From an optimization exercise on the open Yosys and OpenROAD flow, aimed at small area, a short achievable clock period and few clock cycles; shortcuts taken in it are not production practice.
In this exercise RTL edits were held to simulation tests only and were not proved equivalent to the original.
Power and IR drop assume default switching activity.

==> flow/design.v (excerpt) <==
module rvf_curve_builder (
    input  wire        clk,
    input  wire        rst,
    input  wire        start,
    input  wire [6:0]  bw,           
    input  wire [6:0]  bh,           
    output wire        idle,
    output reg         wr_valid,
    output reg  [11:0] wr_addr,      
    output reg  [11:0] wr_data,      
    output reg         done
);
Size in the first run: about 810 cells after synthesis, roughly 110 flip-flops, about 0.0067 sq mm of cells after synthesis.
Settings: LEC_CHECK=0, ABC_AREA=1, CAP_MARGIN=20, CORE_MARGIN=2, CORE_UTILIZATION=40, PLACE_DENSITY=0.6, SLEW_MARGIN=20; clock period 10.0 ns.
standard.sh (not shown) runs the stock make flow with config.mk's settings and CLKGATE_MAP_FILE= SYNTH_SCRIPT=/design/flow/synth_recipe.tcl, a recipe that flattens the netlist after the stock synthesis.
==> flow/flow/run.sh <==
#!/bin/bash
# The standard layout (standard.sh), with four changes to how it is made:
# - synthesis is synth_recipe.tcl's (synth -nofsm -noshare, flatten, rename)
#   except that its ABC call maps with flow/abc.script, a delay-targeted
#   mapping (1800 ps) with area recovery; registers are mapped as before;
# - timing repair aims at a setup margin of 7.05 ns;
# - the port buffers are sky130_fd_sc_hd__buf_2 cells;
# - clock tree synthesis adds no dummy loads.
# make's full output goes to standard_flow.log, each tool's own log to
# orfs/logs/.
set -euo pipefail
here=$(pwd)
export MY_ABC_SCRIPT=$here/flow/abc.script
bash standard.sh SYNTH_SCRIPT=$here/flow/synth.tcl SETUP_SLACK_MARGIN=7.05 \
  'BUFFER_PORTS_ARGS=-buffer_cell sky130_fd_sc_hd__buf_2' \
  'CTS_ARGS=-sink_clustering_enable -repair_clock_nets -dont_use_dummy_load ' \
  finish > standard_flow.log 2>&1
==> flow/flow/abc.script <==
strash
dch
map -D 1800
topo
stime -c
buffer -c
upsize -c -D 1800
dnsize -c -D 1800
==> flow/flow/synth.tcl <==
proc synth {args} { yosys synth -nofsm -noshare {*}$args }
proc abc {args} {
  set i [lsearch -exact $args -script]
  if { $i >= 0 } {
    set args [lreplace $args $i [expr {$i + 1}] -script $::env(MY_ABC_SCRIPT)]
  }
  puts "abc wrapper: $args"
  yosys abc {*}$args
}
source $::env(SCRIPTS_DIR)/synth.tcl
# left out here: clear keep_hierarchy, flatten, clean up, hide names made inside functions, write 1_2_yosys.v
The baseline produced a clean layout.
Testbench counts at the start, summed over its fixed seeds: cycles 157,109.
Change:
==> flow/flow/run.sh (replaced) <==
#!/bin/bash
# The standard layout (standard.sh), with four changes to how it is made:
# - synthesis is synth_recipe.tcl's (synth -nofsm -noshare, flatten, rename)
#   except that its ABC call maps with flow/abc.script, a delay-targeted
#   mapping (1200 ps) with area recovery, and Yosys does not extract full and
#   half adders before ABC; registers are mapped as before;
# - timing repair aims at a setup margin of 7.0 ns;
# - the port buffers are sky130_fd_sc_hd__buf_2 cells;
# - clock tree synthesis adds no dummy loads.
# make's full output goes to standard_flow.log, each tool's own log to
# orfs/logs/.
set -euo pipefail
here=$(pwd)
export MY_ABC_SCRIPT=$here/flow/abc.script
bash standard.sh SYNTH_SCRIPT=$here/flow/synth.tcl SETUP_SLACK_MARGIN=7.0 \
  'BUFFER_PORTS_ARGS=-buffer_cell sky130_fd_sc_hd__buf_2' \
  'CTS_ARGS=-sink_clustering_enable -repair_clock_nets -dont_use_dummy_load -buf_list sky130_fd_sc_hd__clkbuf_8' \
  finish > standard_flow.log 2>&1
==> flow/flow/abc.script (replaced) <==
strash
dch
map -D 1200
topo
stime -c
buffer -c
upsize -c -D 1200
dnsize -c -D 1200
--- a/flow/flow/synth.tcl
+++ b/flow/flow/synth.tcl
@@ -8,4 +8,5 @@
   yosys abc {*}$args
 }
+proc extract_fa {args} { puts "extract_fa skipped" }
 source $::env(SCRIPTS_DIR)/synth.tcl
 # left out here: clear keep_hierarchy, flatten, clean up, hide names made inside functions, write 1_2_yosys.v
Effect: Routed wire length goes up by 7.4%. Hold slack improved by 0.0071 ns. Global-route usage grows by 2.1 points. Utilization falls by 4.1 points. Sequential power rises by about 4.3%. Non-clock buffer count goes down by 50.
Change:
--- a/flow/flow/run.sh
+++ b/flow/flow/run.sh
@@ -3,5 +3,5 @@
 # - synthesis is synth_recipe.tcl's (synth -nofsm -noshare, flatten, rename)
 #   except that its ABC call maps with flow/abc.script, a delay-targeted
-#   mapping (1200 ps) with area recovery, and Yosys does not extract full and
+#   mapping (1700 ps) with area recovery, and Yosys does not extract full and
 #   half adders before ABC; registers are mapped as before;
 # - timing repair aims at a setup margin of 7.0 ns;
==> flow/flow/abc.script (replaced) <==
strash
dch
map -D 1700
topo
stime -c
buffer -c
upsize -c -D 1700
dnsize -c -D 1700
After rerunning:
- clock skew shrinks by 0.0045 ns
- first-iteration DRC count rises by 24%
- power went down by 9.5%
- non-clock buffer count grows by 15
- synthesized area came out lower by 6.8%
- wire length falls by 13%
- global-route usage drops by 2.0 points
- cell area shrinks by 2.9%
Change:
--- a/flow/flow/run.sh
+++ b/flow/flow/run.sh
@@ -3,5 +3,5 @@
 # - synthesis is synth_recipe.tcl's (synth -nofsm -noshare, flatten, rename)
 #   except that its ABC call maps with flow/abc.script, a delay-targeted
-#   mapping (1700 ps) with area recovery, and Yosys does not extract full and
+#   mapping (1400 ps, two rounds) with area recovery, and Yosys does not extract full and
 #   half adders before ABC; registers are mapped as before;
 # - timing repair aims at a setup margin of 7.0 ns;
@@ -15,4 +15,4 @@
 bash standard.sh SYNTH_SCRIPT=$here/flow/synth.tcl SETUP_SLACK_MARGIN=7.0 \
   'BUFFER_PORTS_ARGS=-buffer_cell sky130_fd_sc_hd__buf_2' \
-  'CTS_ARGS=-sink_clustering_enable -repair_clock_nets -dont_use_dummy_load -buf_list sky130_fd_sc_hd__clkbuf_8' \
+  'CTS_ARGS=-sink_clustering_enable -repair_clock_nets -dont_use_dummy_load -buf_list sky130_fd_sc_hd__clkbuf_16 -sink_clustering_size 40 -sink_clustering_max_diameter 300' \
   finish > standard_flow.log 2>&1
==> flow/flow/abc.script (replaced) <==
strash
dc2
dch
map -D 1400
strash
dc2
dch
map -D 1400
topo
stime -c
buffer -c
upsize -c -D 1400
dnsize -c -D 1400
Effect:
- register-to-register slack hardly moves
- sequential share of layout area is higher by 0.47 points
- non-clock buffer count is lower by 16
- die area stays flat
Change:
==> flow/flow/run.sh (replaced) <==
#!/bin/bash
# The standard layout (standard.sh), with four changes to how it is made:
# - synthesis is synth_recipe.tcl's (synth -nofsm -noshare, flatten, rename)
#   except that its ABC call maps with flow/abc.script, a delay-targeted
#   mapping (1400 ps) with area recovery, and Yosys does not extract full and
#   half adders before ABC; registers are mapped as before;
# - timing repair aims at a setup margin of 7.0 ns;
# - the port buffers are sky130_fd_sc_hd__buf_2 cells;
# - clock tree synthesis adds no dummy loads.
# make's full output goes to standard_flow.log, each tool's own log to
# orfs/logs/.
set -euo pipefail
here=$(pwd)
export MY_ABC_SCRIPT=$here/flow/abc.script
bash standard.sh SYNTH_SCRIPT=$here/flow/synth.tcl SETUP_SLACK_MARGIN=7.0 \
  'BUFFER_PORTS_ARGS=-buffer_cell sky130_fd_sc_hd__buf_2' \
  'CTS_ARGS=-sink_clustering_enable -repair_clock_nets -dont_use_dummy_load -buf_list sky130_fd_sc_hd__clkbuf_8' \
  finish > standard_flow.log 2>&1
==> flow/flow/abc.script (replaced) <==
strash
dch
map -D 1400
topo
stime -c
buffer -c
upsize -c -D 1400
dnsize -c -D 1400
Effect: The new run went through all stages and came out clean. Routed wire length increases by a few percent. Die area increases by a few percent. Global-route usage decreases by 1.0 points. Sequential power increases by a few percent. Count of clock-buffer cells in the layout stays the same. Non-clock buffer count is unchanged.

---

Setup of run 1:
Starting RTL as in the previous note.
// rvf_curve_builder
module rvf_curve_builder (
    input  wire        clk,
    input  wire        rst,
    input  wire        start,
    input  wire [6:0]  bw,           
    input  wire [6:0]  bh,           
    output wire        idle,
    output reg         wr_valid,
    output reg  [11:0] wr_addr,      
    output reg  [11:0] wr_data,      
    output reg         done
);
    reg        idle_r;
    reg        su;               
    reg        run;              
    reg        f1, f2;           
    reg [5:0]  w1;               
    reg        k0;               
    reg [5:0]  ox, oy;           
    reg [5:0]  xh;               
    reg [5:0]  yh;               
    reg [11:0] t;                
    reg        vd;               
    reg [5:0]  xd, yd;           
    reg [5:0]  ty;               
    reg [11:0] rb;               
    reg        ev;               
    reg [5:0]  xa;               
    assign idle = idle_r;
    wire [5:0] h1 = yh;
    wire [5:0] v = w1 | h1;
    wire [5:0] th;               
    genvar gj;
    generate for (gj = 0; gj < 6; gj = gj + 1) begin : g_th
        assign th[gj] = |v[5:gj];
    end endgenerate
    wire [5:0] dw = th & ~w1;    
    wire [5:0] dh = th & ~h1;
    wire [5:0] ox_w = {1'b0, dw[5:1]};
    wire [5:0] oy_w = {1'b0, dh[5:1]};
    wire [6:0] cw = {1'b0, dw} + 7'd1;
    wire [6:0] ch = {1'b0, dh} + 7'd1;
    wire [5:0] xh_w = th & ~cw[6:1];
    wire [5:0] yh_w = th & ~ch[6:1];
    wire [5:0] d1, d0, sw, cp;
    wire [5:0] x, y;
    generate for (gj = 0; gj < 6; gj = gj + 1) begin : g_pos
        assign d1[gj] = t[2*gj+1];
  ...
export LEC_CHECK = 0
export ABC_AREA = 1
export CAP_MARGIN = 20
export CORE_MARGIN = 2
export CORE_UTILIZATION = 40
export PLACE_DENSITY = 0.6
export SLEW_MARGIN = 20
create_clock -name core_clock -period 10.0 [get_ports {clk}]
==> flow/flow/run.sh <==
#!/bin/bash
# The standard layout (standard.sh), with four changes to how it is made:
# - synthesis is synth_recipe.tcl's (synth -nofsm -noshare, flatten, rename)
#   except that its ABC call maps with flow/abc.script, a delay-targeted
#   mapping (1800 ps) with area recovery; registers are mapped as before;
# - timing repair aims at a setup margin of 6.9 ns;
# - the port buffers are sky130_fd_sc_hd__buf_2 cells;
# - clock tree synthesis adds no dummy loads.
# make's full output goes to standard_flow.log, each tool's own log to
# orfs/logs/.
set -euo pipefail
here=$(pwd)
export MY_ABC_SCRIPT=$here/flow/abc.script
bash standard.sh SYNTH_SCRIPT=$here/flow/synth.tcl SETUP_SLACK_MARGIN=6.9 \
  'BUFFER_PORTS_ARGS=-buffer_cell sky130_fd_sc_hd__buf_2' \
  'CTS_ARGS=-sink_clustering_enable -repair_clock_nets -dont_use_dummy_load ' \
  finish > standard_flow.log 2>&1
==> flow/flow/abc.script <==
strash
dch
map -D 1800
topo
stime -c
buffer -c
upsize -c -D 1800
dnsize -c -D 1800
==> flow/flow/synth.tcl <==
proc synth {args} { yosys synth -nofsm -noshare {*}$args }
proc abc {args} {
  set i [lsearch -exact $args -script]
  if { $i >= 0 } {
    set args [lreplace $args $i [expr {$i + 1}] -script $::env(MY_ABC_SCRIPT)]
  }
  puts "abc wrapper: $args"
  yosys abc {*}$args
}
source $::env(SCRIPTS_DIR)/synth.tcl
# left out here: clear keep_hierarchy, flatten, clean up, hide names made inside functions, write 1_2_yosys.v
Testbench counts of run 1, summed over its fixed seeds: cycles 157,109.
What run 2 does differently from run 1 at the input level:
==> flow/flow/run.sh <==
#!/bin/bash
# The standard layout (standard.sh), with four changes to how it is made:
# - synthesis is synth_recipe.tcl's (synth -nofsm -noshare, flatten, rename)
#   except that its ABC call maps with flow/abc.script, a delay-targeted
#   mapping (1400 ps, two rounds) with area recovery, and Yosys does not extract full and
#   half adders before ABC; registers are mapped as before;
# - timing repair aims at a setup margin of 7.1 ns;
# - the port buffers are sky130_fd_sc_hd__buf_2 cells;
# - clock tree synthesis adds no dummy loads.
# make's full output goes to standard_flow.log, each tool's own log to
# orfs/logs/.
set -euo pipefail
here=$(pwd)
export MY_ABC_SCRIPT=$here/flow/abc.script
bash standard.sh SYNTH_SCRIPT=$here/flow/synth.tcl SETUP_SLACK_MARGIN=7.1 \
  'BUFFER_PORTS_ARGS=-buffer_cell sky130_fd_sc_hd__buf_2' \
  'CTS_ARGS=-sink_clustering_enable -repair_clock_nets -dont_use_dummy_load -buf_list sky130_fd_sc_hd__clkbuf_8' \
  finish > standard_flow.log 2>&1
==> flow/flow/abc.script <==
strash
dc2
dch
map -D 1400
strash
dc2
dch
map -D 1400
topo
stime -c
buffer -c
upsize -c -D 1400
dnsize -c -D 1400
-- flow/flow/synth.tcl --
<<< run 1, line 8
  yosys abc {*}$args
}
source $::env(SCRIPTS_DIR)/synth.tcl
# left out here: clear keep_hierarchy, flatten, clean up, hide names made inside functions, write 1_2_yosys.v
>>> run 2, line 8
  yosys abc {*}$args
}
proc extract_fa {args} { puts "extract_fa skipped" }
source $::env(SCRIPTS_DIR)/synth.tcl
# left out here: clear keep_hierarchy, flatten, clean up, hide names made inside functions, write 1_2_yosys.v
--- outcome ---
Run 2: all stages complete, timing, DRC and antenna checks passed
Run 2 vs. run 1: final hold slack rose 0.013 ns; number of nets in the layout fell by 65; floorplan die area shows a reduction of about 6%; total power has decreased.
Comparing run 1 and run 2, initial DRC count is higher on run 2.
Total wire length: run 2 vs run 1 down about 6%
Looking at area growth from synthesis to layout, run 2 sits 3.1 points below run 1.
| flip-flop and latch share of the layout cell area | run 2 vs run 1 | 3.5 points higher |
Sort run 1 and run 2 by setup slack of the critical path after layout desc -> top: run 2
Inputs modified between run 2 and run 3:
- PLACE_DENSITY now 0.75, was 0.6
- CORE_UTILIZATION now 55, was 40
==> flow/flow/run.sh <==
#!/bin/bash
# The standard layout (standard.sh), with three changes to how it is made:
# timing repair aims at a setup margin of 6.9 ns, the port buffers are
# sky130_fd_sc_hd__buf_2 cells, and clock tree synthesis adds no dummy loads.
# make's full output goes to standard_flow.log, each tool's own log to
# orfs/logs/.
set -euo pipefail
bash standard.sh SETUP_SLACK_MARGIN=6.9 \
  'BUFFER_PORTS_ARGS=-buffer_cell sky130_fd_sc_hd__buf_2' \
  'CTS_ARGS=-sink_clustering_enable -repair_clock_nets -dont_use_dummy_load ' \
  finish > standard_flow.log 2>&1
removed: flow/flow/abc.script
removed: flow/flow/synth.tcl
--- outcome ---
Relative to run 2, the portion of total power attributed to the clock network of run 3 is higher by 0.5 points. Area taken by flip-flops and latches is higher on run 2. Of the two values seen for most common library cell in the layout ignoring fill and taps, sky130_fd_sc_hd__nor2_1 was produced by run 2 and sky130_fd_sc_hd__nand2_1 by run 3. Run 3 vs run 2: average wire per cell in the routed design up by a few percent. Re residual overflow from global routing: no difference whatsoever between run 3 and run 2. On run 3: via count of the first global-routing pass is about 18% higher than what run 2 gave. Of the two candidates, run 2 has the better internal power and run 3 the worse one. Run 2 has lower overall power of the completed layout than run 3. Run 3 has completed all stages; timing, DRC and antenna checks passed. Compared with run 2, in run 3 utilization after layout increased 15 points; routed wire length went up by 13%.
diff inputs: run 3 => run 4
- PLACE_DENSITY now 0.6, was 0.75
- CORE_UTILIZATION now 40, was 55
==> flow/flow/run.sh <==
#!/bin/bash
# The standard layout (standard.sh), with four changes to how it is made:
# - synthesis is synth_recipe.tcl's (synth -nofsm -noshare, flatten, rename)
#   except that its ABC call maps with flow/abc.script, a delay-targeted
#   mapping (1400 ps) with area recovery, and Yosys does not extract full and
#   half adders before ABC; registers are mapped as before;
# - timing repair aims at a setup margin of 7.0 ns;
# - the port buffers are sky130_fd_sc_hd__buf_2 cells;
# - clock tree synthesis adds no dummy loads.
# make's full output goes to standard_flow.log, each tool's own log to
# orfs/logs/.
set -euo pipefail
here=$(pwd)
export MY_ABC_SCRIPT=$here/flow/abc.script
bash standard.sh SYNTH_SCRIPT=$here/flow/synth.tcl SETUP_SLACK_MARGIN=7.0 \
  'BUFFER_PORTS_ARGS=-buffer_cell sky130_fd_sc_hd__buf_2' \
  'CTS_ARGS=-sink_clustering_enable -repair_clock_nets -dont_use_dummy_load ' \
  finish > standard_flow.log 2>&1
==> flow/flow/abc.script (new file) <==
strash
dch
map -D 1400
topo
stime -c
buffer -c
upsize -c -D 1400
dnsize -c -D 1400
==> flow/flow/synth.tcl (new file) <==
proc synth {args} { yosys synth -nofsm -noshare {*}$args }
proc abc {args} {
  set i [lsearch -exact $args -script]
  if { $i >= 0 } {
    set args [lreplace $args $i [expr {$i + 1}] -script $::env(MY_ABC_SCRIPT)]
  }
  puts "abc wrapper: $args"
  yosys abc {*}$args
}
proc extract_fa {args} { puts "extract_fa skipped" }
source $::env(SCRIPTS_DIR)/synth.tcl
# left out here: clear keep_hierarchy, flatten, clean up, hide names made inside functions, write 1_2_yosys.v
### Flow results
Delta (run 4 minus run 3): total detailed-routing wirelength lower, relative area change from synthesis to final layout higher, proportion of power drawn by the clock network higher, synthesized cell count lower.
On maximum single-stage delay on the critical path, run 3 tracks run 4 almost exactly.
Run 4 — total power draw 11% lower, run 3 as reference

## afterwards: timing with drivers on the ports
In the flow no input, the clock included, has a driving cell. The finished layouts below were timed again as built, in two steps. Step 1: set_driving_cell puts a clkbuf_16 on clk and a buf_2 on each other input, an assumption about the parent block. Step 2 also shifts input and output timing later by t, the mid clock arrival at the registers, as if the neighbouring blocks saw the same clock. a / b / c = no drivers / after step 1 / after step 2; a / b = the first two.
run | t (ns) | setup WS [ns] | worst hold slack (ns)
the first run of note 1 | 0.392 | 7.098 / 7.072 / 6.869 | 0.398 / 0.398 / 0.398
the second run of note 1 | 0.422 | 7.092 / 7.053 / 6.817 | 0.405 / 0.405 / 0.405
the third run of note 1 | 0.409 | 7.045 / 7.007 / 6.839 | 0.410 / 0.410 / 0.410
the fourth run of note 1 | 0.395 | 7.074 / 7.031 / 6.750 | 0.429 / 0.429 / 0.429
the fifth run of note 1 | 0.404 | 7.098 / 7.063 / 6.820 | 0.414 / 0.414 / 0.414
run 1 | 0.392 | 7.011 / 6.969 / 6.817 | 0.394 / 0.394 / 0.394
run 2 | 0.413 | 7.131 / 7.095 / 6.893 | 0.407 / 0.407 / 0.407
run 3 | 0.391 | 7.028 / 6.988 / 6.852 | 0.399 / 0.399 / 0.399
run 4 | 0.386 | 7.057 / 7.016 / 6.802 | 0.408 / 0.408 / 0.408
After both steps setup and hold are still met in every run listed. The setup slack of the fourth run of note 1, which loses most, moves by -0.043 ns with the drivers and by -0.324 ns with both steps.
